Source: an optimization exercise on an open RTL-to-GDS flow (aim: small area). Production flows keep margins and buffers that such runs may drop. RTL that was checked went through simulation tests only; none was proved equivalent to the original. No functional check of the RTL was part of runs 2 and 3. No activity file was given, so power comes from the tool's default toggle rates.

[flow/constraint.sdc]
create_clock -name core_clock -period 12.0 [get_ports {clk}]
set_input_delay 2.4000 -clock core_clock [delete_from_list [all_inputs] [get_ports {clk}]]
set_output_delay 2.4000 -clock core_clock [all_outputs]
set_load 0.01 [all_outputs]
[flow/design.v]
module hazard_tracker (
    input  wire       clk,
    input  wire       clear,     
    input  wire       record,    
    input  wire [5:0] dest,
    input  wire [5:0] src1,
    input  wire [5:0] src2,
    input  wire [1:0] kind,
    output reg        hazard
);
    reg [5:0] cur_d;
    always @(posedge clk) begin
        if (clear) begin
            cur_d[5:4] <= 2'b01;
            hazard     <= 1'b0;
        end else if (record) begin
            hazard     <= (cur_d == src1) || (cur_d == src2);
            cur_d[5:4] <= (kind == 2'b01) ? dest[5:4] : 2'b01;
        end
        if (record)
            cur_d[3:0] <= dest[3:0];
    end
endmodule
module dcache_model (
    input  wire        clk,
    input  wire        clear,       
    input  wire        rd,          
    input  wire        wr,          
    input  wire [31:0] addr,
    output wire [2:0]  miss_inc,
    output wire        unaligned
);
    reg [21:0] tag_e [0:31];
    reg [21:0] tag_o [0:31];
    reg [31:0] val_e, val_o, dty_e, dty_o;
    wire [4:0]  h  = addr[9:5];
    wire        b  = addr[4];            
    wire [21:0] t0 = addr[31:10];
    assign unaligned = (addr[1:0] != 2'b00);
    wire spill = unaligned && (addr[3:2] == 2'b11);
    wire        act_e = !b || spill;
    wire [4:0]  ie    = h + {4'd0, b};
    wire        wrap  = b && (h == 5'd31);
    wire [21:0] te    = wrap ? t0 + 22'd1 : t0;
    wire        act_o = b || spill;
    wire [4:0]  io    = h;
    function [1:0] line_cost(input is_read, input v, input d, input match);
        begin
            if (is_read)
                line_cost = !v ? 2'd1 : (!match ? (d ? 2'd2 : 2'd1) : 2'd0);
            else
                line_cost = (v && !match) ? 2'd1 : 2'd0;
        end
    endfunction
    wire [1:0] cost_e = act_e ? line_cost(rd, val_e[ie], dty_e[ie], tag_e[ie] == te) : 2'd0;
    wire [1:0] cost_o = act_o ? line_cost(rd, val_o[io], dty_o[io], tag_o[io] == t0) : 2'd0;
    assign miss_inc = {1'b0, cost_e} + {1'b0, cost_o};
    wire we_e = (rd || wr) && act_e;
    wire we_o = (rd || wr) && act_o;
    always @(posedge clk) begin
        if (clear) begin
            val_e <= 32'd0;
            val_o <= 32'd0;
        end else begin
            if (we_e && rd) val_e[ie] <= 1'b1;
            if (we_o && rd) val_o[io] <= 1'b1;
        end
        if (we_e) begin
            tag_e[ie] <= te;
            dty_e[ie] <= wr;
        end
        if (we_o) begin
            tag_o[io] <= t0;
            dty_o[io] <= wr;
        end
    end
endmodule
module icache_model (
    input  wire        clk,
    input  wire        clear,    
    input  wire        fetch,    
    input  wire [31:0] addr,
    output wire        miss
);
    reg [22:0] tag [0:31];
    reg [31:0] valid;
    wire [4:0]  r = addr[8:4];
    wire [22:0] t = addr[31:9];
    assign miss = !valid[r] || (tag[r] != t);
    always @(posedge clk) begin
        if (clear)
            valid <= 32'd0;
        else if (fetch)
            valid[r] <= 1'b1;
        if (fetch)
            tag[r] <= t;
    end
endmodule
module branch_bank (
    input  wire        clk,
    input  wire        clear,     
    input  wire        taken,     
    input  wire        ntaken,    
    input  wire [31:0] pc,
    input  wire [31:0] tgt,
    output reg         b1_hit,
    output reg         b2_hit
);
    localparam SNT = 2'b00, WNT = 2'b01, WT = 2'b10, ST = 2'b11;
    reg [31:0] target [0:15];
    reg [15:0] s1;                    
    reg [1:0]  s2 [0:15];
    wire [3:0]  idx    = pc[5:2];
    wire [31:0] actual = taken ? tgt : {pc[31:2] + 30'd1, pc[1:0]};
    wire        t1 = s1[idx];
    wire [1:0]  t2 = s2[idx];
    wire        eq = (target[idx] == actual);
    reg [1:0] s2_next;
    always @* begin
        b1_hit = taken ? (t1 && eq) : !t1;
        if (taken) begin
            if (!t2[1]) begin
                b2_hit = 1'b0; s2_next = WT;
            end else if (!eq) begin
                b2_hit = 1'b0; s2_next = (t2 == ST) ? WT : WNT;
            end else begin
                b2_hit = 1'b1; s2_next = ST;
            end
        end else begin
            if (t2[1]) begin
                b2_hit = 1'b0; s2_next = WNT;
            end else if (!eq) begin
                b2_hit = 1'b0; s2_next = (t2 == SNT) ? WNT : WT;
            end else begin
                b2_hit = 1'b1; s2_next = SNT;
            end
        end
    end
    wire        br    = taken || ntaken;
    wire [31:0] wdata = clear ? 32'd0 : actual;
    integer i;
    always @(posedge clk) begin
        for (i = 0; i < 16; i = i + 1) begin
            if (clear || (br && idx == i))
                target[i] <= wdata;
        end
        if (clear) begin
            s1 <= 16'hFFFF;
            for (i = 0; i < 16; i = i + 1)
                s2[i] <= ST;
        end else if (br) begin
            s1[idx] <= taken;
            s2[idx] <= s2_next;
        end
    end
endmodule
module mc723_core (
    input  wire        clk,
    input  wire        rst,         
    input  wire        cmd_valid,
    input  wire [67:0] cmd,
    output wire [5:0]  status,      
    output reg         rsp_valid,
    output wire [63:0] rsp_data
);
    localparam OP_RESET   = 4'h1;
    localparam OP_RECORD  = 4'h2;
    localparam OP_CHECK   = 4'h3;
    localparam OP_DREAD   = 4'h4;
    localparam OP_DWRITE  = 4'h5;
    localparam OP_IFETCH  = 4'h6;
    localparam OP_BTAKEN  = 4'h7;
    localparam OP_BNTAKEN = 4'h8;
    localparam OP_RDCTR   = 4'h9;
    localparam OP_RDSTAT  = 4'hA;
    localparam F_ILLEGAL_OPCODE  = 3'd1;
    localparam F_ILLEGAL_OPERAND = 3'd2;
    localparam F_NOT_READY       = 3'd3;
    localparam F_CHECK_NO_RECORD = 3'd4;
    localparam F_RECORD_NO_CHECK = 3'd5;
    wire [3:0]  op = cmd[67:64];
    wire [31:0] A  = cmd[63:32];
    wire [31:0] B  = cmd[31:0];
    reg       armed;
    reg       ready;
    reg [2:0] fault;
    assign status = {armed, ready, 1'b0, fault};
    wire [1:0] rec_kind = A[19:18];
    wire [5:0] rec_dest = A[17:12];
    wire [5:0] rec_src1 = A[11:6];
    wire [5:0] rec_src2 = A[5:0];
    wire [3:0] sel      = A[3:0];
    function slot_ok(input [5:0] s);
        slot_ok = s[5] | (s[4:0] == 5'd0);
    endfunction
    reg op_legal;
    reg operand_ok;
    always @* begin
        op_legal   = (op >= OP_RESET) && (op <= OP_RDSTAT);
        operand_ok = 1'b0;
        case (op)
            OP_RESET, OP_CHECK, OP_RDSTAT:
                operand_ok = (A == 32'd0) && (B == 32'd0);
            OP_RECORD:
                operand_ok = (A[31:20] == 12'd0) && (B == 32'd0) &&
                             (rec_kind == 2'b01 || rec_kind == 2'b10) &&
                             slot_ok(rec_dest) && slot_ok(rec_src1) && slot_ok(rec_src2);
            OP_DREAD, OP_DWRITE, OP_IFETCH:
                operand_ok = (B == 32'd0);
            OP_BTAKEN, OP_BNTAKEN:
                operand_ok = 1'b1;
            OP_RDCTR:
                operand_ok = (A[31:4] == 28'd0) && (B == 32'd0) && (sel <= 4'd13);
            default:
                operand_ok = 1'b0;
        endcase
    end
    wire well_formed = cmd_valid && op_legal && operand_ok;
    wire is_reset    = well_formed && (op == OP_RESET);
    wire is_rdstat   = well_formed && (op == OP_RDSTAT);
    wire is_rdctr    = well_formed && (op == OP_RDCTR);
    wire other_cmd   = well_formed && !(op == OP_RESET) && !(op == OP_RDSTAT);
    wire act         = other_cmd && ready && (fault == 3'd0);
    wire do_record  = act && (op == OP_RECORD);
    wire do_check   = act && (op == OP_CHECK);
    wire do_dread   = act && (op == OP_DREAD);
    wire do_dwrite  = act && (op == OP_DWRITE);
    wire do_ifetch  = act && (op == OP_IFETCH);
    wire do_btaken  = act && (op == OP_BTAKEN);
    wire do_bntaken = act && (op == OP_BNTAKEN);
    reg [2:0] new_fault;
    always @* begin
        new_fault = 3'd0;
        if (cmd_valid && !op_legal)
            new_fault = F_ILLEGAL_OPCODE;
        else if (cmd_valid && !operand_ok)
            new_fault = F_ILLEGAL_OPERAND;
        else if (other_cmd && !ready)
            new_fault = F_NOT_READY;
        else if (do_check && !armed)
            new_fault = F_CHECK_NO_RECORD;
        else if (do_record && armed)
            new_fault = F_RECORD_NO_CHECK;
    end
    wire hz_hazard;
    hazard_tracker u_hz (
        .clk      (clk),
        .clear    (is_reset),
        .record   (do_record && !armed),
        .dest     (rec_dest),
        .src1     (rec_src1),
        .src2     (rec_src2),
        .kind     (rec_kind),
        .hazard   (hz_hazard)
    );
    wire [2:0] dmiss_inc;
    wire       unal;
    dcache_model u_dc (
        .clk       (clk),
        .clear     (is_reset),
        .rd        (do_dread),
        .wr        (do_dwrite),
        .addr      (A),
        .miss_inc  (dmiss_inc),
        .unaligned (unal)
    );
    wire imiss;
    icache_model u_ic (
        .clk   (clk),
        .clear (is_reset),
        .fetch (do_ifetch),
        .addr  (A),
        .miss  (imiss)
    );
    wire b1_hit, b2_hit;
    branch_bank u_bp (
        .clk     (clk),
        .clear   (is_reset),
        .taken   (do_btaken),
        .ntaken  (do_bntaken),
        .pc      (A),
        .tgt     (B),
        .b1_hit  (b1_hit),
        .b2_hit  (b2_hit)
    );
    wire do_data   = do_dread || do_dwrite;
    wire do_branch = do_btaken || do_bntaken;
    reg [63:0] c_haz, c_dmiss, c_imiss, c_unal, c_dacc, c_iacc;
    reg [63:0] c_tk, c_br, c_b1h, c_b2h;
    always @(posedge clk) begin
        if (is_reset) begin
            c_haz <= 64'd0; c_dmiss <= 64'd0; c_imiss <= 64'd0; c_unal <= 64'd0;
            c_dacc <= 64'd0; c_iacc <= 64'd0; c_tk <= 64'd0; c_br <= 64'd0;
            c_b1h <= 64'd0; c_b2h <= 64'd0;
        end else begin
            c_haz   <= c_haz   + {63'd0, do_check && armed && hz_hazard};
            c_dmiss <= c_dmiss + {61'd0, do_data ? dmiss_inc : 3'd0};
            c_imiss <= c_imiss + {63'd0, do_ifetch && imiss};
            c_unal  <= c_unal  + {63'd0, do_data && unal};
            c_dacc  <= c_dacc  + {63'd0, do_data};
            c_iacc  <= c_iacc  + {63'd0, do_ifetch};
            c_tk    <= c_tk    + {63'd0, do_btaken};
            c_br    <= c_br    + {63'd0, do_branch};
            c_b1h   <= c_b1h   + {63'd0, do_branch && b1_hit};
            c_b2h   <= c_b2h   + {63'd0, do_branch && b2_hit};
        end
    end
    always @(posedge clk) begin
        if (rst) begin
            armed     <= 1'b0;
            ready     <= 1'b0;
            fault     <= 3'd0;
            rsp_valid <= 1'b0;
        end else begin
            rsp_valid <= is_rdctr || is_rdstat;
            if (is_reset) begin
                armed <= 1'b0;
                ready <= 1'b1;
                fault <= 3'd0;
            end else if (new_fault != 3'd0) begin
                if (fault == 3'd0)
                    fault <= new_fault;
            end else if (do_record) begin
                armed <= 1'b1;
            end else if (do_check) begin
                armed <= 1'b0;
            end
        end
    end
    reg [3:0] rsel;
    always @(posedge clk)
        rsel <= (op == OP_RDSTAT) ? 4'hF : sel;
    reg [63:0] direct;
    reg [63:0] subtr;
    reg        use_sub;
    always @* begin
        direct  = 64'd0;
        subtr   = c_tk;
        use_sub = 1'b0;
        case (rsel)
            4'd0:  direct = c_haz;
            4'd1:  direct = c_dmiss;
            4'd2:  direct = c_imiss;
            4'd3:  direct = c_unal;
            4'd4:  direct = c_dacc;
            4'd5:  direct = c_iacc;
            4'd6:  direct = c_tk;
            4'd7:  begin subtr = c_tk;  use_sub = 1'b1; end
            4'd8:  begin subtr = c_tk;  use_sub = 1'b1; end
            4'd9:  direct = c_tk;
            4'd10: direct = c_b1h;
            4'd11: begin subtr = c_b1h; use_sub = 1'b1; end
            4'd12: direct = c_b2h;
            4'd13: begin subtr = c_b2h; use_sub = 1'b1; end
            default: direct = {58'd0, status};
        endcase
    end
    assign rsp_data = use_sub ? c_br - subtr : direct;
endmodule
[flow/config.mk]
export PLATFORM = sky130hd
export DESIGN_NAME = mc723_core
export DESIGN_NICKNAME = mc723_core
export VERILOG_FILES = /design/flow/design.v
export SDC_FILE = /design/flow/constraint.sdc
export NUM_CORES = 8
export LEC_CHECK = 0
export CAP_MARGIN = 20
export CORE_MARGIN = 2
export CORE_UTILIZATION = 30
export SLEW_MARGIN = 20
[flow/run.sh]
#!/bin/bash
# synth_recipe.tcl (not shown) runs the flow's synth.tcl, then flattens the netlist and writes it again
# the make line also repeats each setting of config.mk as NAME=value (left out here)
make -C /OpenROAD-flow-scripts/flow DESIGN_CONFIG=/design/flow/config.mk WORK_HOME=/design/flow/orfs CLKGATE_MAP_FILE= SYNTH_SCRIPT=/design/flow/synth_recipe.tcl finish
==> results.py, run 1 <==
metrics = {
    "run_status": {
        "status": "finished clean",
    },
    "die": {
        "die_h_um": 710,
        "core_um2": 497000,
        "num_rows": 259,
        "io_pins": 142,
        "dieArea_um2": 504000,
        "dieWidth_um": 710,
        "initial_core_util_pct": 30.1,
    },
    "detailed_routing": {
        "wl_per_cell_um": 25.5,
        "drcViolationCount": 0,
        "wl_met3_um": 37300,
        "vias": 94700,
        "top_layer_used": "met5",
        "ant_nets": 0,
        "avgViaCountPerCell": 5.35,
        "wl_met2_um": 207000,
        "drt-met1-wl_um": 190000,
        "first_pass_iters": 26,
        "wirelength_um": 451000,
        "drtIter0Drc": 11800,
    },
    "final_layout": {
        "fin_area_um2": 173000,
        "nets": 10900,
        "finish.utilization_pct": 34.8,
        "area_growth_pct": 15.6,
        "fin_cells": 17700,
        "drive_gt1_share_pct": 16.2,
    },
    "synthesis": {
        "yosysTopAreaCell": "edfxtp_1",
        "synth_ff_type": "edfxtp_1",
        "ys_seq_area_share_pct": 65.6,
        "yosysMostFrequentCell": "edfxtp_1",
        "async_reset_ff_share_pct": 0,
        "synth_top_cells_by_area": "edfxtp_1, dfxtp_1, mux4_2, xor2_1, nor2_1",
        "yosys_warnings": 6,
        "syn-instance-count": 10400,
        "synthTopCellsByCount": "edfxtp_1, nor2_1, dfxtp_1",
        "postSynthAreaPerCell_um2": 14.3,
        "syn_nets": 10600,
        "synth_area_um2": 150000,
        "synth-edff-count": 2756,
        "synthDistinctLibCells": 105,
        "synth_top_area_share_pct": 55.3,
        "synth_seq_cells": 3521,
    },
    "timing": {
        "slew_headroom_pct": 21.1,
        "clock_skew_ns": 0.102,
        "clock.fmax_ghz": 0.0957,
        "worst_pin_slew_ns": 1.17,
        "final-max-slew-violation-count": 0,
        "fin_crit_ns": 10.44,
        "period_share_pct": 87.0,
        "finalSetupViolations": 0,
        "rsz0062_at_grt": "false",
        "finalHoldWorstSlack_ns": 0.449,
        "hold_viol": 0,
        "finalSetupTns_ns": 0,
        "layout_setup_ws_ns": 1.56,
    },
    "clock_network": {
        "path_clk_slew_ns": 0.06,
        "htree_num_levels": 5,
        "postCtsSetupBuffers": 0,
        "ctsResizeCount": 0,
        "cts-root-buf": "clkbuf_16",
        "cts_buffer_depth": 4,
        "holdBufCountCts": 0,
        "clk_latency_ns": 0.99,
        "cts_tree": "done",
        "clkSinkCount": 3521,
        "cts_buffers": 364,
    },
    "setup_path": {
        "crit_required_ns": 9.60,
        "crit_type": "reg2out",
        "path_max_fanout": 63,
        "startpoint_type": "flop",
        "endpoint_kind": "output pin",
        "arrival_ns": 8.04,
    },
    "global_route": {
        "grt_pass1_vias": 91600,
        "grt_usage_pct": 17.3,
        "overflow": 0,
        "antenna_found_initial": 16,
        "grt_max_degree": 155,
        "grt_pass1_wl_um": 650000,
    },
    "placed_design": {
        "place_area_um2": 161000,
        "routabilityCongestion": 0.858,
        "portBuffers": 140,
        "hpwl_um": 286000,
        "place_ws_ns": 0.743,
        "dpl.cell_count": 17000,
    },
    "power": {
        "ir_worst_vdd_uv": 125,
        "p_leak_nw": 56.9,
        "power_density_nw_per_um2": 152,
        "p_total_mw": 26.2,
    },
    "flow_run": {
        "maxCapViolations": 0,
    },
    "min_path": {
        "min_path_type": "reg2reg",
    },
}
[layout by cell type (no fill, tap or decap), types with 187 or more instances in the layout]
master	Yosys	routed
clkbuf_16	0	373
nand2_1	597	596
mux4_2	575	575
nor2_1	998	900
a21oi_1	336	335
xor2_1	489	477
a22oi_1	264	264
edfxtp_1	2756	2756
xnor2_1	290	281
o21ai_0	376	349
a22o_1	187	187
buf_4	16	383
dfxtp_1	765	765
nand3_1	341	340
[path summary, 6_finish.rpt]
check        cells past startpoint                        start  slack, ns                          end
max                             17           rsel[0]$_SDFF_PP1_       1.56                 rsp_data[55]
max reg2reg                     21           ready$_SDFFE_PP0P_       3.72         c_b2h[63]$_SDFF_PP0_
min                              2  u_dc.val_e[25]$_SDFFE_PP0P_       0.45  u_dc.val_e[25]$_SDFFE_PP0P_
min reg2reg                      2  u_dc.val_e[25]$_SDFFE_PP0P_       0.45  u_dc.val_e[25]$_SDFFE_PP0P_
[cell families (layout without fill, tap and decap cells)]
logic type / after synthesis / count (layout) / share of synthesized area [%]
buffers and inverters: 705 / 1293 / 1.92
adder cells (fa/ha/maj): 116 / 116 / 0.986
flip-flops: 3521 / 3521 / 65.6
other: 1 / 7 / 0.00251
AO/OA/AOI/OAI: 1794 / 1794 / 8.28
AND/OR/NAND/NOR: 2794 / 2794 / 8.90
multiplexers: 736 / 736 / 9.75
XOR/XNOR: 780 / 780 / 4.57
[metal layers]
| layer | global-route usage (%) | vias to the layer above |
|---|---|---|
| met4 | 6.25 | 6 |
| met5 | 0 | - |
| li1 | - | 41200 |
| met3 | 2.79 | 776 |
| met2 | 27.4 | 4165 |
| met1 | 24.0 | 48600 |
[critical path, stage by stage (launching register included)]
cell	delay, ns
dfxtp_1	0.64
nand2b_1	0.34
nor2_4	0.24
buf_4	0.62
a22o_1	0.24
a21oi_1	0.09
ha_1	0.30
nor2b_1	0.14
o311a_1	0.35
o2111ai_1	0.43
a211oi_1	0.19
o211a_1	0.28
a21oi_1	0.76
nor3_1	0.34
nor3_1	0.76
xor2_1	0.19
o21ai_1	0.54
clkdlybuf4s50_1	0.65
[registers in the layout, summed over array words and instances, names as in the netlist, 512 cells and up]
signal and cells:
u_ic.tag 736, u_dc.tag_o 704, u_dc.tag_e 704, u_bp.target 512
[layout make-up]
type                            count  area [µm²]
Tap cell                         6655        8330
Antenna cell                        6        15.0
Sequential cell                  3521       98100
Clock buffer                      462        9930
Fill cell                       47600      324000
Timing Repair Buffer              521        4430
Multi-Input combinational cell   6221       49500
Clock inverter                    205        2110
Inverter                          105         398
[report_power, final]
| group | switching [mW] | total, mW | internal (mW) |
|---|---|---|---|
| Clock | 4.91 | 11.5 | 6.64 |
| Sequential | 0.00634 | 13.1 | 13.1 |
| Combinational | 0.988 | 1.52 | 0.536 |
==> run 2: changes to the inputs <==
--- a/flow/design.v
+++ b/flow/design.v
@@ -38,12 +38,28 @@
     wire [21:0] t0 = addr[31:10];
     assign unaligned = (addr[1:0] != 2'b00);
     wire spill = unaligned && (addr[3:2] == 2'b11);
+    wire [31:0] oh_o  = 32'd1 << h;
+    wire        act_o = b || spill;
+    wire [31:0] oh_e  = b ? {oh_o[30:0], oh_o[31]} : oh_o;
     wire        act_e = !b || spill;
-    wire [4:0]  ie    = h + {4'd0, b};
     wire        wrap  = b && (h == 5'd31);
     wire [21:0] te    = wrap ? t0 + 22'd1 : t0;
-    wire        act_o = b || spill;
-    wire [4:0]  io    = h;
+    reg [21:0] rt_e, rt_o;
+    reg        rv_e, rv_o, rd_e, rd_o;
+    integer i;
+    always @* begin
+        rt_e = 22'd0; rt_o = 22'd0;
+        rv_e = 1'b0;  rv_o = 1'b0;
+        rd_e = 1'b0;  rd_o = 1'b0;
+        for (i = 0; i < 32; i = i + 1) begin
+            rt_e = rt_e | (tag_e[i] & {22{oh_e[i]}});
+            rt_o = rt_o | (tag_o[i] & {22{oh_o[i]}});
+            rv_e = rv_e | (val_e[i] & oh_e[i]);
+            rv_o = rv_o | (val_o[i] & oh_o[i]);
+            rd_e = rd_e | (dty_e[i] & oh_e[i]);
+            rd_o = rd_o | (dty_o[i] & oh_o[i]);
+        end
+    end
     function [1:0] line_cost(input is_read, input v, input d, input match);
         begin
             if (is_read)
@@ -52,26 +68,28 @@
                 line_cost = (v && !match) ? 2'd1 : 2'd0;
         end
     endfunction
-    wire [1:0] cost_e = act_e ? line_cost(rd, val_e[ie], dty_e[ie], tag_e[ie] == te) : 2'd0;
-    wire [1:0] cost_o = act_o ? line_cost(rd, val_o[io], dty_o[io], tag_o[io] == t0) : 2'd0;
+    wire [1:0] cost_e = act_e ? line_cost(rd, rv_e, rd_e, rt_e == te) : 2'd0;
+    wire [1:0] cost_o = act_o ? line_cost(rd, rv_o, rd_o, rt_o == t0) : 2'd0;
     assign miss_inc = {1'b0, cost_e} + {1'b0, cost_o};
-    wire we_e = (rd || wr) && act_e;
-    wire we_o = (rd || wr) && act_o;
+    wire [31:0] we_e = ((rd || wr) && act_e) ? oh_e : 32'd0;
+    wire [31:0] we_o = ((rd || wr) && act_o) ? oh_o : 32'd0;
     always @(posedge clk) begin
         if (clear) begin
             val_e <= 32'd0;
             val_o <= 32'd0;
-        end else begin
-            if (we_e && rd) val_e[ie] <= 1'b1;
-            if (we_o && rd) val_o[io] <= 1'b1;
+        end else if (rd) begin
+            val_e <= val_e | we_e;
+            val_o <= val_o | we_o;
         end
-        if (we_e) begin
-            tag_e[ie] <= te;
-            dty_e[ie] <= wr;
-        end
-        if (we_o) begin
-            tag_o[io] <= t0;
-            dty_o[io] <= wr;
+        for (i = 0; i < 32; i = i + 1) begin
+            if (we_e[i]) begin
+                tag_e[i] <= te;
+                dty_e[i] <= wr;
+            end
+            if (we_o[i]) begin
+                tag_o[i] <= t0;
+                dty_o[i] <= wr;
+            end
         end
     end
 endmodule
@@ -84,16 +102,29 @@
 );
     reg [22:0] tag [0:31];
     reg [31:0] valid;
-    wire [4:0]  r = addr[8:4];
-    wire [22:0] t = addr[31:9];
-    assign miss = !valid[r] || (tag[r] != t);
+    wire [4:0]  r  = addr[8:4];
+    wire [22:0] t  = addr[31:9];
+    wire [31:0] oh = 32'd1 << r;
+    reg [22:0] rt;
+    reg        rv;
+    integer i;
+    always @* begin
+        rt = 23'd0;
+        rv = 1'b0;
+        for (i = 0; i < 32; i = i + 1) begin
+            rt = rt | (tag[i] & {23{oh[i]}});
+            rv = rv | (valid[i] & oh[i]);
+        end
+    end
+    assign miss = !rv || (rt != t);
     always @(posedge clk) begin
         if (clear)
             valid <= 32'd0;
         else if (fetch)
-            valid[r] <= 1'b1;
-        if (fetch)
-            tag[r] <= t;
+            valid <= valid | oh;
+        for (i = 0; i < 32; i = i + 1)
+            if (fetch && oh[i])
+                tag[i] <= t;
     end
 endmodule
 module branch_bank (
@@ -112,9 +143,22 @@
     reg [1:0]  s2 [0:15];
     wire [3:0]  idx    = pc[5:2];
     wire [31:0] actual = taken ? tgt : {pc[31:2] + 30'd1, pc[1:0]};
-    wire        t1 = s1[idx];
-    wire [1:0]  t2 = s2[idx];
-    wire        eq = (target[idx] == actual);
+    wire [15:0] oh = 16'd1 << idx;
+    reg [31:0] g;
+    reg        t1;
+    reg [1:0]  t2;
+    integer i;
+    always @* begin
+        g  = 32'd0;
+        t1 = 1'b0;
+        t2 = 2'd0;
+        for (i = 0; i < 16; i = i + 1) begin
+            g  = g  | (target[i] & {32{oh[i]}});
+            t1 = t1 | (s1[i] & oh[i]);
+            t2 = t2 | (s2[i] & {2{oh[i]}});
+        end
+    end
+    wire eq = (g == actual);
     reg [1:0] s2_next;
     always @* begin
         b1_hit = taken ? (t1 && eq) : !t1;
@@ -138,19 +182,17 @@
     end
     wire        br    = taken || ntaken;
     wire [31:0] wdata = clear ? 32'd0 : actual;
-    integer i;
     always @(posedge clk) begin
         for (i = 0; i < 16; i = i + 1) begin
-            if (clear || (br && idx == i))
+            if (clear || (br && oh[i]))
                 target[i] <= wdata;
-        end
-        if (clear) begin
-            s1 <= 16'hFFFF;
-            for (i = 0; i < 16; i = i + 1)
+            if (clear) begin
+                s1[i] <= 1'b1;
                 s2[i] <= ST;
-        end else if (br) begin
-            s1[idx] <= taken;
-            s2[idx] <= s2_next;
+            end else if (br && oh[i]) begin
+                s1[i] <= taken;
+                s2[i] <= s2_next;
+            end
         end
     end
 endmodule
@@ -285,26 +327,18 @@
     );
     wire do_data   = do_dread || do_dwrite;
     wire do_branch = do_btaken || do_bntaken;
-    reg [63:0] c_haz, c_dmiss, c_imiss, c_unal, c_dacc, c_iacc;
-    reg [63:0] c_tk, c_br, c_b1h, c_b2h;
-    always @(posedge clk) begin
-        if (is_reset) begin
-            c_haz <= 64'd0; c_dmiss <= 64'd0; c_imiss <= 64'd0; c_unal <= 64'd0;
-            c_dacc <= 64'd0; c_iacc <= 64'd0; c_tk <= 64'd0; c_br <= 64'd0;
-            c_b1h <= 64'd0; c_b2h <= 64'd0;
-        end else begin
-            c_haz   <= c_haz   + {63'd0, do_check && armed && hz_hazard};
-            c_dmiss <= c_dmiss + {61'd0, do_data ? dmiss_inc : 3'd0};
-            c_imiss <= c_imiss + {63'd0, do_ifetch && imiss};
-            c_unal  <= c_unal  + {63'd0, do_data && unal};
-            c_dacc  <= c_dacc  + {63'd0, do_data};
-            c_iacc  <= c_iacc  + {63'd0, do_ifetch};
-            c_tk    <= c_tk    + {63'd0, do_btaken};
-            c_br    <= c_br    + {63'd0, do_branch};
-            c_b1h   <= c_b1h   + {63'd0, do_branch && b1_hit};
-            c_b2h   <= c_b2h   + {63'd0, do_branch && b2_hit};
-        end
-    end
+    wire [63:0] c_haz, c_dmiss, c_imiss, c_unal, c_dacc, c_iacc;
+    wire [63:0] c_tk, c_br, c_b1h, c_b2h;
+    ctr64 #(.W(1)) u_haz   (.clk(clk), .clear(is_reset), .inc(do_check && armed && hz_hazard), .q(c_haz));
+    ctr64 #(.W(3)) u_dmiss (.clk(clk), .clear(is_reset), .inc(do_data ? dmiss_inc : 3'd0),     .q(c_dmiss));
+    ctr64 #(.W(1)) u_imiss (.clk(clk), .clear(is_reset), .inc(do_ifetch && imiss),            .q(c_imiss));
+    ctr64 #(.W(1)) u_unal  (.clk(clk), .clear(is_reset), .inc(do_data && unal),               .q(c_unal));
+    ctr64 #(.W(1)) u_dacc  (.clk(clk), .clear(is_reset), .inc(do_data),                       .q(c_dacc));
+    ctr64 #(.W(1)) u_iacc  (.clk(clk), .clear(is_reset), .inc(do_ifetch),                     .q(c_iacc));
+    ctr64 #(.W(1)) u_tk    (.clk(clk), .clear(is_reset), .inc(do_btaken),                     .q(c_tk));
+    ctr64 #(.W(1)) u_br    (.clk(clk), .clear(is_reset), .inc(do_branch),                     .q(c_br));
+    ctr64 #(.W(1)) u_b1h   (.clk(clk), .clear(is_reset), .inc(do_branch && b1_hit),           .q(c_b1h));
+    ctr64 #(.W(1)) u_b2h   (.clk(clk), .clear(is_reset), .inc(do_branch && b2_hit),           .q(c_b2h));
     always @(posedge clk) begin
         if (rst) begin
             armed     <= 1'b0;
@@ -357,3 +391,35 @@
     end
     assign rsp_data = use_sub ? c_br - subtr : direct;
 endmodule
+module ctr64 #(
+    parameter W = 1
+) (
+    input  wire         clk,
+    input  wire         clear,
+    input  wire [W-1:0] inc,
+    output reg  [63:0]  q
+);
+    wire [W:0]  lo = {1'b0, q[W-1:0]} + {1'b0, inc};
+    wire [64:0] c;         
+    wire [7:0]  cb;        
+    assign cb[0] = lo[W];
+    genvar i;
+    generate
+        for (i = 0; i < 8; i = i + 1) begin : blk
+            if (i > 0)
+                assign cb[i] = cb[i-1] & (&q[8*i-1 : 8*(i-1) + ((i == 1) ? W : 0)]);
+        end
+        for (i = W; i < 64; i = i + 1) begin : bt
+            if (i == W || i % 8 == 0)
+                assign c[i] = cb[i / 8];
+            else
+                assign c[i] = c[i-1] & q[i-1];
+        end
+    endgenerate
+    always @(posedge clk) begin
+        if (clear)
+            q <= 64'd0;
+        else
+            q <= {q[63:W] ^ c[63:W], lo[W-1:0]};
+    end
+endmodule
--- a/flow/config.mk
+++ b/flow/config.mk
@@ -8,4 +8,5 @@
 export CAP_MARGIN = 20
 export CORE_MARGIN = 2
 export CORE_UTILIZATION = 30
+export CTS_BUF_LIST = sky130_fd_sc_hd__clkbuf_4
 export SLEW_MARGIN = 20
==> run 2 against run 1 <==
Hold slack gained 0.012 ns. First-iteration DRC count grew 30%. Register-to-register slack got worse by 1.2 ns. Die area fell by 3.9%. Synthesized cell count decreased by 3.1%. Flip-flop and latch count is the same. Total power is 7.3% lower. Sequential power is essentially flat. Via count rose by 5.4%. Fmax is 6.0% lower. Wire length rose by 11%.
==> results.py, run 2 <==
metrics = {
    "power": {
        "p_total_mw": 24.3,
        "ir_worst_vdd_uv": 115,
        "p_leak_nw": 60.1,
        "power_density_nw_per_um2": 146,
    },
    "setup_path": {
        "crit_required_ns": 9.60,
        "endpoint_kind": "output pin",
        "crit_type": "reg2out",
        "arrival_ns": 8.71,
        "r2r_cells": 30,
        "critical_path.cell_chain": "nand2b_1 -> nor2_4 -> buf_4 -> a22oi_1 -> nand2_1 -> ha_1 -> inv_1 -> fa_1 -> a211oi_1 -> o21bai_1 -> o21ai_0 -> a21oi_1 -> o211ai_1 -> a21oi_1 -> o21ai_0 -> o211ai_1 -> a311oi_1 -> o21ai_0 -> o21ai_0 -> clkdlybuf4s50_1",
        "rr_endpoint": "u_b1h.q[62]$_SDFF_PP0_",
        "crit_top_cell": "o21ai_0",
        "cp.buffers_inverters": 3,
        "slowest_delay_ns": 0.74,
        "startpoint_type": "flop",
        "path_max_fanout": 64,
        "ff2ff_setup_slack_ns": 2.53,
        "critical_path.slowest_cell": "clkdlybuf4s50_1",
        "crit_family": "compound AO/OA/AOI/OAI gates",
        "regToRegStartpoint": "fault[0]$_SDFFE_PP0P_",
    },
    "synthesis": {
        "syn_nets": 10800,
        "synthTopCellsByCount": "edfxtp_1, a22oi_1, dfxtp_1",
        "async_reset_ff_share_pct": 0,
        "synth_seq_cells": 3521,
        "synth_top_area_share_pct": 57.0,
        "yosys_warnings": 12,
        "synth_ff_type": "edfxtp_1",
        "yosysMostFrequentCell": "edfxtp_1",
        "postSynthAreaPerCell_um2": 14.2,
        "synthDistinctLibCells": 104,
        "synth_area_um2": 144000,
        "yosysTopAreaCell": "edfxtp_1",
        "synth_top_cells_by_area": "edfxtp_1, dfxtp_1, ha_1, a22oi_1, and2_1",
        "ys_seq_area_share_pct": 68.1,
        "synth-edff-count": 2724,
        "syn-instance-count": 10100,
    },
    "die": {
        "initial_core_util_pct": 30.1,
        "dieArea_um2": 484000,
        "num_rows": 254,
        "dieWidth_um": 696,
        "die_h_um": 696,
        "io_pins": 142,
        "core_um2": 478000,
    },
    "final_layout": {
        "fillers": 46300,
        "drive_gt1_share_pct": 18.9,
        "multi_input_area_um2": 44000,
        "largest_registers": "u_ic.tag x736, u_dc.tag_e x704, u_dc.tag_o x704",
        "layout_commonest_cell": "edfxtp_1",
        "regArea_um2": 97800,
        "layout_common_cells": "edfxtp_1, clkbuf_4, a22oi_1",
        "area_growth_pct": 15.8,
        "top_register": "u_ic.tag",
        "finish.utilization_pct": 34.8,
        "nets": 11700,
        "largest_register_ffs": 736,
        "fin_cells": 18000,
        "fin_area_um2": 166000,
    },
    "min_path": {
        "min_path_type": "reg2reg",
        "holdCritStartpoint": "u_hz.hazard$_SDFFE_PP0P_",
        "min_path_cells": 2,
        "min_to": "u_hz.hazard$_SDFFE_PP0P_",
    },
    "timing": {
        "clock.fmax_ghz": 0.0900,
        "period_share_pct": 92.6,
        "layout_setup_ws_ns": 0.892,
        "worst_pin_slew_ns": 1.27,
        "clock_skew_ns": 0.302,
        "rsz0062_at_grt": "false",
        "fin_crit_ns": 11.11,
        "finalSetupViolations": 0,
        "slew_headroom_pct": 15.5,
        "final-max-slew-violation-count": 0,
        "hold_viol": 0,
    },
    "placed_design": {
        "dpl.cell_count": 16500,
        "hpwl_um": 309000,
        "routabilityCongestion": 0.904,
        "place_ws_ns": 0.0185,
        "portBuffers": 140,
        "place_area_um2": 155000,
    },
    "clock_network": {
        "clk_latency_ns": 1.78,
        "clkSinkCount": 3521,
        "cts_buffer_depth": 4,
        "htree_num_levels": 6,
        "cts_buffers": 861,
        "cts_tree": "done",
        "path_clk_slew_ns": 0.06,
        "postCtsSetupBuffers": 0,
        "cts-root-buf": "clkbuf_4",
        "holdBufCountCts": 0,
        "ctsResizeCount": 0,
    },
    "global_route": {
        "grt_pass1_wl_um": 701000,
        "grt_usage_pct": 19.8,
        "grt_pass1_vias": 95400,
        "antenna_found_initial": 34,
        "overflow": 0,
        "grt_max_degree": 188,
    },
    "detailed_routing": {
        "wirelength_um": 500000,
        "drtIter0Drc": 15300,
        "wl_per_cell_um": 27.7,
        "vias": 99800,
        "ant_nets": 0,
        "drcViolationCount": 0,
        "avgViaCountPerCell": 5.53,
        "first_pass_iters": 8,
    },
    "run_status": {
        "status": "finished clean",
    },
    "flow_run": {
        "maxCapViolations": 0,
    },
}
-- run 2: cell types whose count changed after synthesis, moves of 395 or more --
cell / change
a22oi_1: +568
and2_1: +511
ha_1: +522
mux4_2: -572
nor2_1: -581
xor2_1: -395
-- run 2: power by group --
group / internal [mW] / leakage, nW / total (mW) / switching [mW]
Sequential: 13.1 / 30.8 / 13.1 / 0.00550
Combinational: 0.263 / 22.8 / 1.00 / 0.739
Clock: 5.18 / 6.59 / 10.2 / 4.99
-- run 2: worst max-delay path by stage --
stage | start | slack (ns) | endpoint | cells past startpoint
2_1_floorplan | cmd[37] | 2.46 | u_dmiss.q[62]$_SDFF_PP0_ | 37
3_3_place_gp | cmd[39] | -0.09 | u_dmiss.q[63]$_SDFF_PP0_ | 38
3_5_place_dp | cmd[39] | 0.02 | u_dmiss.q[62]$_SDFF_PP0_ | 37
4_1_cts | rsel[0]$_SDFF_PP1_ | 0.68 | rsp_data[62] | 20
5_1_grt | rsel[0]$_SDFF_PP1_ | 0.40 | rsp_data[61] | 18
6_report | rsel[0]$_SDFF_PP1_ | 0.89 | rsp_data[62] | 20
-- run 2: per-stage QoR --
step | hold slack, ns | setup TNS (ns)
3_5_place_dp | 0.452 | 0
2_1_floorplan | 0.432 | 0
5_1_grt | 0.479 | 0
3_3_place_gp | 0.447 | -0.165
4_1_cts | 0.460 | 0
6_report | 0.461 | 0
-- run 2: area by class of cell --
class,instances,area share [%]
Multi-Input combinational cell,5908,26.5
Sequential cell,3521,58.8
Tap cell,6400,4.82
Timing Repair Buffer,604,3.00
Clock inverter,209,0.844
Inverter,76,0.172
Antenna cell,31,0.0467
Clock buffer,1289,5.82
-- run 2: metal layers --
metal	vias to the layer above	part of all wire [%]	GRT usage, %
met3	1102	13	5.64
li1	42200	-	-
met5	-	0.029	0
met2	6851	44	29.9
met1	49700	40	27.0
met4	22	3.7	7.34
-- run 2: logic make-up after synthesis --
kind of cell             Yosys count  synth area share [%]
other                              1               0.00261
multiplexers                     152                  1.14
AND/OR/NAND/NOR                 2532                  9.60
XOR/XNOR                         289                  1.76
buffers and inverters            692                  2.05
flip-flops                      3521                  68.1
adder cells (fa/ha/maj)          638                  5.57
AO/OA/AOI/OAI                   2296                  11.8
-- run 2: worst reg2reg max path, delay by kind of cell, from the launching register on --
kind            cells  cell delay, ns
buf+inv             4            0.96
xor+xnor            1            0.53
fa+ha+maj           8            1.42
simple gates       15            5.14
flops               1            0.30
compound gates      2            0.87
==> run 3: changes to the inputs <==
--- a/flow/config.mk
+++ b/flow/config.mk
@@ -7,6 +7,7 @@
 export LEC_CHECK = 0
 export CAP_MARGIN = 20
 export CORE_MARGIN = 2
-export CORE_UTILIZATION = 30
+export CORE_UTILIZATION = 55
 export CTS_BUF_LIST = sky130_fd_sc_hd__clkbuf_4
+export CTS_CLUSTER_SIZE = 30
 export SLEW_MARGIN = 20
==> run 3 against run 2 <==
Still clean. Hold slack better by 0.0060 ns. Critical path depth down 2. Synthesized cell count unchanged.
==> results.py, run 3 <==
metrics = {
    "run_status": {
        "status": "finished clean",
    },
    "setup_path": {
        "crit_required_ns": 9.60,
        "arrival_ns": 9.20,
        "startpoint_type": "flop",
        "path_max_fanout": 64,
        "crit_type": "reg2out",
        "endpoint_kind": "output pin",
    },
    "global_route": {
        "antenna_found_initial": 24,
        "overflow": 0,
        "grt_pass1_vias": 97500,
        "grt_usage_pct": 37.1,
        "grt_pass1_wl_um": 704000,
        "grt_max_degree": 240,
    },
    "timing": {
        "rsz0062_at_grt": "false",
        "final-max-slew-violation-count": 0,
        "worst_pin_slew_ns": 1.33,
        "slew_headroom_pct": 10.7,
        "clock.fmax_ghz": 0.0862,
        "hold_viol": 0,
        "clock_skew_ns": 0.134,
        "period_share_pct": 96.6,
        "finalSetupViolations": 0,
        "finalSetupTns_ns": 0,
        "fin_crit_ns": 11.60,
    },
    "synthesis": {
        "syn_nets": 10800,
        "synth_seq_cells": 3521,
        "syn-instance-count": 10100,
        "synth_ff_type": "edfxtp_1",
        "synthTopCellsByCount": "edfxtp_1, a22oi_1, dfxtp_1",
        "yosys_warnings": 12,
        "async_reset_ff_share_pct": 0,
        "synth_top_cells_by_area": "edfxtp_1, dfxtp_1, ha_1, a22oi_1, and2_1",
        "synth-edff-count": 2724,
        "yosysMostFrequentCell": "edfxtp_1",
        "yosysTopAreaCell": "edfxtp_1",
        "synthDistinctLibCells": 104,
        "synth_area_um2": 144000,
        "synth_top_area_share_pct": 57.0,
        "postSynthAreaPerCell_um2": 14.2,
        "ys_seq_area_share_pct": 68.1,
    },
    "detailed_routing": {
        "first_pass_iters": 7,
        "drtIter0Drc": 14400,
        "drt-met1-wl_um": 185000,
        "ant_nets": 0,
        "wl_met3_um": 57600,
        "drcViolationCount": 0,
        "top_layer_used": "met5",
        "wl_per_cell_um": 33.3,
        "wl_met2_um": 232000,
        "wirelength_um": 501000,
        "vias": 100000,
        "avgViaCountPerCell": 6.67,
    },
    "die": {
        "initial_core_util_pct": 55.3,
        "die_h_um": 515,
        "dieWidth_um": 515,
        "dieArea_um2": 265000,
        "num_rows": 187,
        "core_um2": 260000,
        "io_pins": 142,
    },
    "placed_design": {
        "routabilityCongestion": 0.911,
        "hpwl_um": 308000,
        "portBuffers": 140,
    },
    "power": {
        "p_leak_nw": 60.3,
        "p_int_mw": 18.6,
        "p_switching_mw": 5.59,
        "ir_worst_vdd_uv": 112,
        "switching_share_pct": 23.1,
        "pwr-share-seq_pct": 54.1,
        "pwr-share-comb_pct": 4.1,
        "p_clk_share_pct": 41.8,
        "power_density_nw_per_um2": 149,
    },
    "final_layout": {
        "nets": 11700,
        "layout_common_cells": "edfxtp_1, clkbuf_4, a22oi_1",
        "drive_gt1_share_pct": 19.1,
        "fillers": 20100,
        "area_growth_pct": 13.3,
        "top_register": "u_ic.tag",
        "layout_commonest_cell": "edfxtp_1",
        "largest_register_ffs": 736,
        "finish.utilization_pct": 62.7,
        "largest_registers": "u_ic.tag x736, u_dc.tag_e x704, u_dc.tag_o x704",
    },
    "clock_network": {
        "ctsResizeCount": 0,
        "cts-root-buf": "clkbuf_4",
        "clkSinkCount": 3521,
        "postCtsSetupBuffers": 0,
        "cts_buffer_depth": 4,
        "clk_latency_ns": 1.63,
        "holdBufCountCts": 0,
        "htree_num_levels": 6,
        "cts_buffers": 872,
        "path_clk_slew_ns": 0.07,
        "cts_tree": "done",
    },
    "min_path": {
        "min_path_type": "reg2reg",
    },
    "flow_run": {
        "maxCapViolations": 0,
    },
}
[run 3: cell count changes in the layout (fill, tap and decap cells not counted), moves of 4 or more]
cell      change
clkbuf_4     +45
diode_2      -12
buf_12       +11
buf_4        -10
clkinv_8      -6
nor3_4        -5
buf_2         +4
clkinv_1      +4
inv_2         +4
nor3_2        +4
[run 3: power groups by stage]
stage / Combinational (mW) / Clock (mW) / Sequential (mW)
2_1_floorplan: 0.465 / 0 / 13.4
3_3_place_gp: 0.953 / 0 / 13.4
3_5_place_dp: 0.962 / 0 / 13.4
4_1_cts: 0.965 / 10.3 / 13.1
5_1_grt: 1.02 / 10.9 / 13.1
6_report: 0.995 / 10.1 / 13.1
[run 3: logic make-up after synthesis]
family	share of synthesized area, %
AO/OA/AOI/OAI	11.8
XOR/XNOR	1.76
adder cells (fa/ha/maj)	5.57
buffers and inverters	2.05
flip-flops	68.1
multiplexers	1.14
other	0.00261
AND/OR/NAND/NOR	9.60
[run 3: worst max-delay path, stage by stage (launching register included)]
cell and delay (ns):
dfxtp_1 0.60, nand2b_1 0.32, nor2_4 0.22, buf_4 0.62, a22o_1 0.28, a21oi_1 0.05
ha_1 0.37, o21ai_0 0.11, a21oi_1 0.53, o31ai_1 0.32, a2111o_1 0.60, a211o_1 0.34
nand3_1 0.32, o22ai_1 0.24, o21ai_0 0.63, a41oi_1 0.24, xor2_1 0.18, o21ai_0 0.84
clkdlybuf4s50_1 0.71
[run 3: metrics by stage]
stage	instances	cell area, µm²	hold slack (ns)	worst slack (ns)	power [mW]
after global routing	15100	163000	0.481	0.206	25.0
after floorplan	10100	144000	0.432	2.46	13.8
after global placement	13500	151000	0.446	0.592	14.3
final	15100	163000	0.467	0.402	24.2
after detailed placement	13500	151000	0.453	0.601	14.3
after CTS	15100	163000	0.468	0.635	24.3
[run 3: cell type report]
| type | count | area [µm²] | area share [%] |
|---|---|---|---|
| sequential | 3521 | 97800 | 60.1 |
| multi-input combinational | 5908 | 44000 | 27.0 |
| clock buffer | 1334 | 10000 | 6.15 |
| timing repair buffer | 609 | 5170 | 3.18 |
| tap | 3402 | 4260 | 2.62 |
| clock inverter | 204 | 1200 | 0.737 |
| inverter | 76 | 285 | 0.175 |
| antenna | 19 | 47.5 | 0.0292 |
[run 3: path summary, 6_finish.rpt]
| check | depth (start not counted) | startpoint | slack [ns] | end |
|---|---|---|---|---|
| min | 1 | u_ic.valid[2]$_SDFFE_PP0P_ | 0.47 | u_ic.valid[2]$_SDFFE_PP0P_ |
| min reg2reg | 1 | u_ic.valid[2]$_SDFFE_PP0P_ | 0.47 | u_ic.valid[2]$_SDFFE_PP0P_ |
| max | 18 | rsel[0]$_SDFF_PP1_ | 0.40 | rsp_data[57] |
| max reg2reg | 31 | ready$_SDFFE_PP0P_ | 2.98 | u_b2h.q[63]$_SDFF_PP0_ |
[run 3: routing by layer]
metal,global-route usage [%],vias to the layer above
met3,7.61,1310
met2,59.2,6875
met1,48.7,50100
met5,0.237,-
li1,-,42200
met4,17.7,16
==> run 4: changes to the inputs <==
--- a/flow/design.v
+++ b/flow/design.v
@@ -327,14 +327,17 @@
     );
     wire do_data   = do_dread || do_dwrite;
     wire do_branch = do_btaken || do_bntaken;
-    wire [63:0] c_haz, c_dmiss, c_imiss, c_unal, c_dacc, c_iacc;
+    wire [7:0]  lo   [0:5];
+    wire [5:0]  ovf;
+    reg  [55:0] hi   [0:5];
+    reg  [5:0]  pend;
+    ctr_lo #(.W(1)) u_haz   (.clk(clk), .clear(is_reset), .inc(do_check && armed && hz_hazard), .q(lo[0]), .ovf(ovf[0]));
+    ctr_lo #(.W(3)) u_dmiss (.clk(clk), .clear(is_reset), .inc(do_data ? dmiss_inc : 3'd0),     .q(lo[1]), .ovf(ovf[1]));
+    ctr_lo #(.W(1)) u_imiss (.clk(clk), .clear(is_reset), .inc(do_ifetch && imiss),            .q(lo[2]), .ovf(ovf[2]));
+    ctr_lo #(.W(1)) u_unal  (.clk(clk), .clear(is_reset), .inc(do_data && unal),               .q(lo[3]), .ovf(ovf[3]));
+    ctr_lo #(.W(1)) u_dacc  (.clk(clk), .clear(is_reset), .inc(do_data),                       .q(lo[4]), .ovf(ovf[4]));
+    ctr_lo #(.W(1)) u_iacc  (.clk(clk), .clear(is_reset), .inc(do_ifetch),                     .q(lo[5]), .ovf(ovf[5]));
     wire [63:0] c_tk, c_br, c_b1h, c_b2h;
-    ctr64 #(.W(1)) u_haz   (.clk(clk), .clear(is_reset), .inc(do_check && armed && hz_hazard), .q(c_haz));
-    ctr64 #(.W(3)) u_dmiss (.clk(clk), .clear(is_reset), .inc(do_data ? dmiss_inc : 3'd0),     .q(c_dmiss));
-    ctr64 #(.W(1)) u_imiss (.clk(clk), .clear(is_reset), .inc(do_ifetch && imiss),            .q(c_imiss));
-    ctr64 #(.W(1)) u_unal  (.clk(clk), .clear(is_reset), .inc(do_data && unal),               .q(c_unal));
-    ctr64 #(.W(1)) u_dacc  (.clk(clk), .clear(is_reset), .inc(do_data),                       .q(c_dacc));
-    ctr64 #(.W(1)) u_iacc  (.clk(clk), .clear(is_reset), .inc(do_ifetch),                     .q(c_iacc));
     ctr64 #(.W(1)) u_tk    (.clk(clk), .clear(is_reset), .inc(do_btaken),                     .q(c_tk));
     ctr64 #(.W(1)) u_br    (.clk(clk), .clear(is_reset), .inc(do_branch),                     .q(c_br));
     ctr64 #(.W(1)) u_b1h   (.clk(clk), .clear(is_reset), .inc(do_branch && b1_hit),           .q(c_b1h));
@@ -364,32 +367,58 @@
     reg [3:0] rsel;
     always @(posedge clk)
         rsel <= (op == OP_RDSTAT) ? 4'hF : sel;
-    reg [63:0] direct;
-    reg [63:0] subtr;
+    wire       free = !rsp_valid;
+    reg  [2:0] svc;            
+    always @* begin
+        svc = 3'd0;
+        if      (pend[0]) svc = 3'd0;
+        else if (pend[1]) svc = 3'd1;
+        else if (pend[2]) svc = 3'd2;
+        else if (pend[3]) svc = 3'd3;
+        else if (pend[4]) svc = 3'd4;
+        else if (pend[5]) svc = 3'd5;
+    end
+    wire [3:0] msel = free ? {1'b0, svc} : rsel;
+    reg [63:0] x;
     reg        use_sub;
+    reg        add256;
     always @* begin
-        direct  = 64'd0;
-        subtr   = c_tk;
+        x       = 64'd0;
         use_sub = 1'b0;
-        case (rsel)
-            4'd0:  direct = c_haz;
-            4'd1:  direct = c_dmiss;
-            4'd2:  direct = c_imiss;
-            4'd3:  direct = c_unal;
-            4'd4:  direct = c_dacc;
-            4'd5:  direct = c_iacc;
-            4'd6:  direct = c_tk;
-            4'd7:  begin subtr = c_tk;  use_sub = 1'b1; end
-            4'd8:  begin subtr = c_tk;  use_sub = 1'b1; end
-            4'd9:  direct = c_tk;
-            4'd10: direct = c_b1h;
-            4'd11: begin subtr = c_b1h; use_sub = 1'b1; end
-            4'd12: direct = c_b2h;
-            4'd13: begin subtr = c_b2h; use_sub = 1'b1; end
-            default: direct = {58'd0, status};
+        add256  = 1'b0;
+        case (msel)
+            4'd0:  begin x = {hi[0], lo[0]}; add256 = free || pend[0]; end
+            4'd1:  begin x = {hi[1], lo[1]}; add256 = free || pend[1]; end
+            4'd2:  begin x = {hi[2], lo[2]}; add256 = free || pend[2]; end
+            4'd3:  begin x = {hi[3], lo[3]}; add256 = free || pend[3]; end
+            4'd4:  begin x = {hi[4], lo[4]}; add256 = free || pend[4]; end
+            4'd5:  begin x = {hi[5], lo[5]}; add256 = free || pend[5]; end
+            4'd6:  x = c_tk;
+            4'd7:  begin x = c_tk;  use_sub = 1'b1; end
+            4'd8:  begin x = c_tk;  use_sub = 1'b1; end
+            4'd9:  x = c_tk;
+            4'd10: x = c_b1h;
+            4'd11: begin x = c_b1h; use_sub = 1'b1; end
+            4'd12: x = c_b2h;
+            4'd13: begin x = c_b2h; use_sub = 1'b1; end
+            default: x = {58'd0, status};
         endcase
     end
-    assign rsp_data = use_sub ? c_br - subtr : direct;
+    wire [63:0] a   = use_sub ? c_br : {55'd0, add256, 8'd0};
+    wire [63:0] sum = a + (x ^ {64{use_sub}}) + {63'd0, use_sub};
+    assign rsp_data = sum;
+    wire [55:0] hbus = is_reset ? 56'd0 : sum[63:8];
+    integer k;
+    always @(posedge clk) begin
+        for (k = 0; k < 6; k = k + 1) begin
+            if (is_reset || (free && pend[k] && svc == k))
+                hi[k] <= hbus;
+            if (is_reset)
+                pend[k] <= 1'b0;
+            else
+                pend[k] <= (pend[k] && !(free && svc == k)) || ovf[k];
+        end
+    end
 endmodule
 module ctr64 #(
     parameter W = 1
@@ -423,3 +452,21 @@
             q <= {q[63:W] ^ c[63:W], lo[W-1:0]};
     end
 endmodule
+module ctr_lo #(
+    parameter W = 1
+) (
+    input  wire         clk,
+    input  wire         clear,
+    input  wire [W-1:0] inc,
+    output reg  [7:0]   q,
+    output wire         ovf
+);
+    wire [8:0] s = {1'b0, q} + {{(9-W){1'b0}}, inc};
+    assign ovf = s[8];
+    always @(posedge clk) begin
+        if (clear)
+            q <= 8'd0;
+        else
+            q <= s[7:0];
+    end
+endmodule
--- a/flow/config.mk
+++ b/flow/config.mk
@@ -7,7 +7,8 @@
 export LEC_CHECK = 0
 export CAP_MARGIN = 20
 export CORE_MARGIN = 2
-export CORE_UTILIZATION = 55
-export CTS_BUF_LIST = sky130_fd_sc_hd__clkbuf_4
-export CTS_CLUSTER_SIZE = 30
+export CORE_UTILIZATION = 45
+export CTS_BUF_LIST = sky130_fd_sc_hd__clkbuf_16
+export CTS_CLUSTER_DIAMETER = 100
+export CTS_CLUSTER_SIZE = 25
 export SLEW_MARGIN = 20
==> run 4 against run 3 <==
Fmax is 2.6% higher. Sequential share of layout area up 5.8 points. Largest power group unchanged. Hold slack better by 0.0075 ns. Clock-buffer cell count shrank 1162. Sequential power about the same. First-iteration DRC count rose by 3.4%. Synthesized cell count shrank 7.3%. Combinational power down 9.3%. Critical path depth is 4 higher. Die area grew 19%.
==> results.py, run 4 <==
metrics = {
    "placed_design": {
        "dpl.cell_count": 13500,
        "place_area_um2": 149000,
        "routabilityCongestion": 0.921,
        "portBuffers": 140,
        "hpwl_um": 283000,
    },
    "synthesis": {
        "synth_top_area_share_pct": 65.6,
        "syn-instance-count": 9380,
        "yosys_warnings": 15,
        "synth_top_cells_by_area": "edfxtp_1, dfxtp_1, a22oi_1, ha_1, and2_1",
        "syn_nets": 9765,
        "synthDistinctLibCells": 91,
        "synth_area_um2": 140000,
        "postSynthAreaPerCell_um2": 14.9,
        "yosysMostFrequentCell": "edfxtp_1",
        "synth_seq_cells": 3527,
        "synth_ff_type": "edfxtp_1",
        "yosysTopAreaCell": "edfxtp_1",
        "async_reset_ff_share_pct": 0,
        "ys_seq_area_share_pct": 72.3,
        "synthTopCellsByCount": "edfxtp_1, a22oi_1, nand2_1",
        "synth-edff-count": 3060,
    },
    "die": {
        "dieArea_um2": 316000,
        "num_rows": 204,
        "io_pins": 142,
        "initial_core_util_pct": 45.3,
        "die_h_um": 562,
        "core_um2": 309000,
        "dieWidth_um": 562,
    },
    "setup_path": {
        "crit_required_ns": 9.60,
        "endpoint_kind": "output pin",
        "critical_path.cell_chain": "or3_1 -> o21a_4 -> o22ai_1 -> a32oi_1 -> mux2i_4 -> buf_4 -> and2_4 -> buf_4 -> xor2_1 -> ha_1 -> nand4_1 -> nor3_1 -> and4_1 -> and4_1 -> o211ai_1 -> a211oi_1 -> nor2_1 -> o21ai_0 -> a211oi_1 -> o21ai_0 -> xor2_1 -> clkdlybuf4s50_1",
        "ff2ff_setup_slack_ns": 2.97,
        "slowest_delay_ns": 0.63,
        "crit_type": "reg2out",
        "critical_path.slowest_cell": "buf_4",
        "path_max_fanout": 62,
        "arrival_ns": 8.90,
        "rr_endpoint": "u_b2h.q[63]$_SDFF_PP0_",
        "r2r_cells": 29,
        "regToRegStartpoint": "ready$_SDFFE_PP0P_",
        "startpoint_type": "flop",
    },
    "timing": {
        "finalSetupTns_ns": 0,
        "slew_headroom_pct": 17.5,
        "hold_viol": 0,
        "finalHoldWorstSlack_ns": 0.475,
        "rsz0062_at_grt": "false",
        "clock.fmax_ghz": 0.0885,
        "fin_crit_ns": 11.30,
        "final-max-slew-violation-count": 0,
        "finalSetupViolations": 0,
        "clock_skew_ns": 0.0795,
        "worst_pin_slew_ns": 1.24,
        "period_share_pct": 94.2,
    },
    "global_route": {
        "grt_max_degree": 167,
        "grt_pass1_vias": 85400,
        "antenna_found_initial": 25,
        "grt_pass1_wl_um": 660000,
        "grt_usage_pct": 29.3,
        "overflow": 0,
    },
    "final_layout": {
        "drive_gt1_share_pct": 10.5,
        "largest_registers": "u_ic.tag x736, u_dc.tag_e x704, u_dc.tag_o x704",
        "multi_input_area_um2": 37600,
        "layout_commonest_cell": "edfxtp_1",
        "layout_common_cells": "edfxtp_1, a22oi_1, nand2_1",
        "finish.utilization_pct": 49.7,
        "fillers": 26000,
        "regArea_um2": 101000,
        "fin_cells": 13800,
        "largest_register_ffs": 736,
        "top_register": "u_ic.tag",
        "fin_area_um2": 154000,
        "nets": 9940,
        "area_growth_pct": 9.70,
    },
    "detailed_routing": {
        "wl_per_cell_um": 34.6,
        "wirelength_um": 475000,
        "first_pass_iters": 8,
        "top_layer_used": "met5",
        "wl_met3_um": 58100,
        "drcViolationCount": 0,
        "wl_met2_um": 209000,
        "drtIter0Drc": 14900,
        "avgViaCountPerCell": 6.60,
        "ant_nets": 0,
        "vias": 90800,
        "drt-met1-wl_um": 188000,
    },
    "clock_network": {
        "htree_num_levels": 4,
        "postCtsSetupBuffers": 0,
        "holdBufCountCts": 0,
        "cts_tree": "done",
        "clk_latency_ns": 0.92,
        "ctsResizeCount": 0,
        "clkSinkCount": 3527,
        "cts-root-buf": "clkbuf_16",
        "cts_buffer_depth": 4,
        "cts_buffers": 170,
        "path_clk_slew_ns": 0.10,
    },
    "power": {
        "pwr-share-comb_pct": 4.4,
        "p_clk_share_pct": 31.5,
        "p_leak_nw": 51.5,
        "p_int_mw": 16.2,
        "pwr-share-seq_pct": 64.2,
        "ir_worst_vdd_uv": 105,
        "switching_share_pct": 21.9,
        "p_switching_mw": 4.52,
        "power_density_nw_per_um2": 135,
    },
    "min_path": {
        "min_path_type": "reg2reg",
        "min_to": "u_ic.valid[5]$_SDFFE_PP0P_",
        "holdCritStartpoint": "u_ic.valid[5]$_SDFFE_PP0P_",
        "min_path_cells": 1,
    },
    "run_status": {
        "status": "finished clean",
    },
    "flow_run": {
        "maxCapViolations": 0,
    },
}
## run 4: layout make-up
| cell class | instances | area share, % |
|---|---|---|
| Clock inverter | 73 | 0.312 |
| Inverter | 60 | 0.147 |
| Antenna cell | 12 | 0.0195 |
| Tap cell | 4120 | 3.35 |
| Clock buffer | 172 | 2.80 |
| Sequential cell | 3527 | 65.9 |
| Multi-Input combinational cell | 5226 | 24.5 |
| Timing Repair Buffer | 570 | 3.02 |
## run 4: worst max path at each step
stage,start,to,slack (ns)
after floorplan,cmd[36],u_b1h.q[62]$_SDFF_PP0_,3.15
after global placement,cmd[34],u_b2h.q[63]$_SDFF_PP0_,0.21
after detailed placement,cmd[34],u_b2h.q[63]$_SDFF_PP0_,0.27
after CTS,pend[0]$_SDFF_PP0_,rsp_data[59],0.62
after global routing,pend[0]$_SDFF_PP0_,rsp_data[59],0.10
final,pend[0]$_SDFF_PP0_,rsp_data[59],0.70
## run 4: kinds of logic after synthesis
kind of cell	count (synthesis)	synth area share (%)
other cells	1	0.00268
buf+inv	627	1.74
xor+xnor	351	2.19
simple gates	2214	8.07
flops	3527	72.3
mux	187	1.45
fa+ha+maj	314	2.82
compound gates	2159	11.5
## run 4: layer usage
layer  GRT usage (%)  up-vias
met2            44.3     6227
met3            5.97      999
met4            10.4       16
li1                -    37300
met5               0        -
met1            41.9    46200
## run 4: stage by stage
step	total power, mW	setup WS, ns
floorplan	14.0	3.15
global placement	14.4	0.212
detailed placement	14.4	0.268
CTS	20.7	0.624
global route	21.2	0.104
finish	20.7	0.700
## run 4: power groups by stage
| stage | sequential (mW) | clock [mW] | combinational (mW) |
|---|---|---|---|
| after CTS | 13.3 | 6.58 | 0.877 |
| final | 13.3 | 6.51 | 0.902 |
| after floorplan | 13.6 | 0 | 0.411 |
| after detailed placement | 13.6 | 0 | 0.874 |
| after global placement | 13.6 | 0 | 0.863 |
| after global routing | 13.3 | 6.98 | 0.933 |
## run 4: critical path, delay by kind of cell (launching register included)
kind | cells | cell delay, ns
and+or+nand+nor | 7 | 2.07
adders and majority gates | 1 | 0.42
buffers and inverters | 3 | 1.69
DFF | 1 | 0.42
muxes | 1 | 0.25
xor gates and xnor gates | 2 | 0.50
AOI/OAI and AO/OA | 8 | 2.68
==> run 5: changes to the inputs <==
--- a/flow/config.mk
+++ b/flow/config.mk
@@ -7,7 +7,7 @@
 export LEC_CHECK = 0
 export CAP_MARGIN = 20
 export CORE_MARGIN = 2
-export CORE_UTILIZATION = 45
+export CORE_UTILIZATION = 30
 export CTS_BUF_LIST = sky130_fd_sc_hd__clkbuf_16
 export CTS_CLUSTER_DIAMETER = 100
 export CTS_CLUSTER_SIZE = 25
==> run 5 against run 4 <==
Still clean on timing, DRC and antenna. Clock power up 1%. Global-route usage shrank 10 points. Hold slack worse by 0.0015 ns. Sequential power hardly changed. Clock-buffer cell count fell by 3. Synthesized cell count did not move. Cell count rose by 15%. Fmax shrank 0.78%. Setup slack got worse by 0.089 ns. Critical endpoint is now rsp_data[62].
==> results.py, run 5 <==
metrics = {
    "setup_path": {
        "ff2ff_setup_slack_ns": 2.40,
        "crit_required_ns": 9.60,
        "arrival_ns": 8.99,
        "crit_type": "reg2out",
        "endpoint_kind": "output pin",
        "startpoint_type": "flop",
        "regToRegStartpoint": "fault[1]$_SDFFE_PP0P_",
        "r2r_cells": 29,
        "path_max_fanout": 62,
        "rr_endpoint": "u_b1h.q[63]$_SDFF_PP0_",
    },
    "final_layout": {
        "area_growth_pct": 11.6,
        "top_register": "u_ic.tag",
        "largest_register_ffs": 736,
        "layout_common_cells": "edfxtp_1, a22oi_1, nand2_1",
        "nets": 9920,
        "largest_registers": "u_ic.tag x736, u_dc.tag_e x704, u_dc.tag_o x704",
        "drive_gt1_share_pct": 10.5,
        "layout_commonest_cell": "edfxtp_1",
    },
    "placed_design": {
        "hpwl_um": 269000,
        "routabilityCongestion": 0.904,
        "portBuffers": 140,
    },
    "timing": {
        "finalHoldWorstSlack_ns": 0.473,
        "rsz0062_at_grt": "false",
        "finalSetupViolations": 0,
        "clock.fmax_ghz": 0.0878,
        "slew_headroom_pct": 13.9,
        "fin_crit_ns": 11.39,
        "clock_skew_ns": 0.0983,
        "period_share_pct": 94.9,
        "worst_pin_slew_ns": 1.29,
        "finalSetupTns_ns": 0,
        "hold_viol": 0,
        "final-max-slew-violation-count": 0,
    },
    "detailed_routing": {
        "first_pass_iters": 10,
        "wirelength_um": 465000,
        "drtIter0Drc": 14200,
        "avgViaCountPerCell": 5.66,
        "ant_nets": 0,
        "vias": 89600,
        "drcViolationCount": 0,
        "wl_per_cell_um": 29.4,
    },
    "synthesis": {
        "synthDistinctLibCells": 91,
        "syn_nets": 9765,
        "syn-instance-count": 9380,
        "yosysMostFrequentCell": "edfxtp_1",
        "synthTopCellsByCount": "edfxtp_1, a22oi_1, nand2_1",
        "synth_seq_cells": 3527,
        "synth_ff_type": "edfxtp_1",
        "synth_top_area_share_pct": 65.6,
        "synth_area_um2": 140000,
        "synth-edff-count": 3060,
        "yosysTopAreaCell": "edfxtp_1",
        "synth_top_cells_by_area": "edfxtp_1, dfxtp_1, a22oi_1, ha_1, and2_1",
        "async_reset_ff_share_pct": 0,
        "postSynthAreaPerCell_um2": 14.9,
        "yosys_warnings": 15,
        "ys_seq_area_share_pct": 72.3,
    },
    "die": {
        "die_h_um": 687,
        "io_pins": 142,
        "dieArea_um2": 472000,
        "initial_core_util_pct": 30.2,
        "num_rows": 250,
        "dieWidth_um": 687,
        "core_um2": 464000,
    },
    "min_path": {
        "holdCritStartpoint": "u_ic.valid[23]$_SDFFE_PP0P_",
        "min_to": "u_ic.valid[23]$_SDFFE_PP0P_",
        "min_path_type": "reg2reg",
        "min_path_cells": 1,
    },
    "global_route": {
        "antenna_found_initial": 32,
        "grt_usage_pct": 18.9,
        "grt_pass1_vias": 84000,
        "overflow": 0,
        "grt_pass1_wl_um": 647000,
        "grt_max_degree": 160,
    },
    "clock_network": {
        "htree_num_levels": 4,
        "cts_buffers": 168,
        "clkSinkCount": 3527,
        "holdBufCountCts": 0,
        "clk_latency_ns": 0.94,
        "cts_buffer_depth": 4,
        "cts_tree": "done",
        "cts-root-buf": "clkbuf_16",
        "path_clk_slew_ns": 0.10,
    },
    "power": {
        "p_leak_nw": 51.5,
        "power_density_nw_per_um2": 133,
        "ir_worst_vdd_uv": 115,
    },
    "run_status": {
        "status": "finished clean",
    },
    "flow_run": {
        "maxCapViolations": 0,
    },
}
==> run 5: cell type report <==
type / instances / area [µm²]
repair buffers: 552 / 4450
multi-input cells: 5226 / 37800
fillers: 44700 / 308000
inverters: 60 / 225
well taps: 6174 / 7720
clock buffers: 169 / 4230
clock inverters: 104 / 683
diodes: 12 / 30.0
flip-flops and latches: 3527 / 101000
==> run 5: through the flow <==
step                std cells  area (µm²)  worst slack (ns)  total power, mW  utilization (%)
floorplan                9380      140000              3.15             14.0                -
global placement        15500      151000            -0.371             14.4             32.6
detailed placement      15500      151000            -0.110             14.4             32.6
CTS                     15800      156000             0.452             20.8             33.7
global route            15800      156000            0.0860             21.3             33.7
finish                  15800      156000             0.611             20.8             33.7
==> run 5: logic make-up after synthesis <==
kind of cell             after synthesis  synth area share (%)
flip-flops                          3527                  72.3
XOR/XNOR                             351                  2.19
buffers and inverters                627                  1.74
AO/OA/AOI/OAI                       2159                  11.5
multiplexers                         187                  1.45
other                                  1               0.00268
AND/OR/NAND/NOR                     2214                  8.07
adder cells (fa/ha/maj)              314                  2.82
==> run 5: per-layer routing <==
layer	wire length, µm	track usage, %
met1	186000	26.2
met2	207000	29.3
met3	55600	4.45
met4	16600	5.72
met5	170	0
==> run 5: power breakdown <==
| part | total, mW | internal (mW) | switching, mW |
|---|---|---|---|
| Clock | 6.60 | 2.65 | 3.95 |
| Combinational | 0.879 | 0.244 | 0.635 |
| Sequential | 13.3 | 13.3 | 0.00750 |
==> run 5: worst max-delay path: stages (launching register included) <==
cell	delay [ns]
dfxtp_1	0.43
or3_1	0.49
o21a_4	0.47
o22ai_1	0.25
a32oi_1	0.19
mux2i_4	0.22
buf_4	0.47
and2_4	0.54
xnor2_1	0.21
fa_1	0.47
a21o_1	0.20
a221o_1	0.38
a221oi_1	0.59
o211ai_1	0.34
o311ai_0	0.44
nand2_1	0.25
a2111o_1	0.48
nand2_1	0.12
a31oi_1	0.15
a311oi_1	0.36
xnor2_1	0.36
clkdlybuf4s50_1	0.67
==> run 5: worst max-delay path by stage <==
stage                                     from                     end  slack, ns  cells past startpoint
after floorplan                        cmd[36]  u_b1h.q[62]$_SDFF_PP0_       3.15                     31
after global placement                 cmd[34]  u_b2h.q[63]$_SDFF_PP0_      -0.37                     30
after detailed placement               cmd[34]  u_b1h.q[63]$_SDFF_PP0_      -0.11                     33
after CTS                 rsp_valid$_SDFF_PP0_            rsp_data[62]       0.45                     22
after global routing                   cmd[34]  u_b1h.q[63]$_SDFF_PP0_       0.09                     33
final                       pend[0]$_SDFF_PP0_            rsp_data[62]       0.61                     21
==> run 5: what timing repair did <==
action | 4_1_cts | 5_1_grt
endpoints found under the hold margin | 0 | 0
endpoints found under the setup margin | 0 | 3
gates resized for setup | 0 | 1
setup buffers | 0 | 0

Check on run 5: ideal ports give 0.611 ns setup slack; a clkbuf_16 on the clock port and buf_2 on the inputs give 0.503 ns; moving port delays by the midpoint clock arrival (1.014 ns) as well gives -0.246 ns.
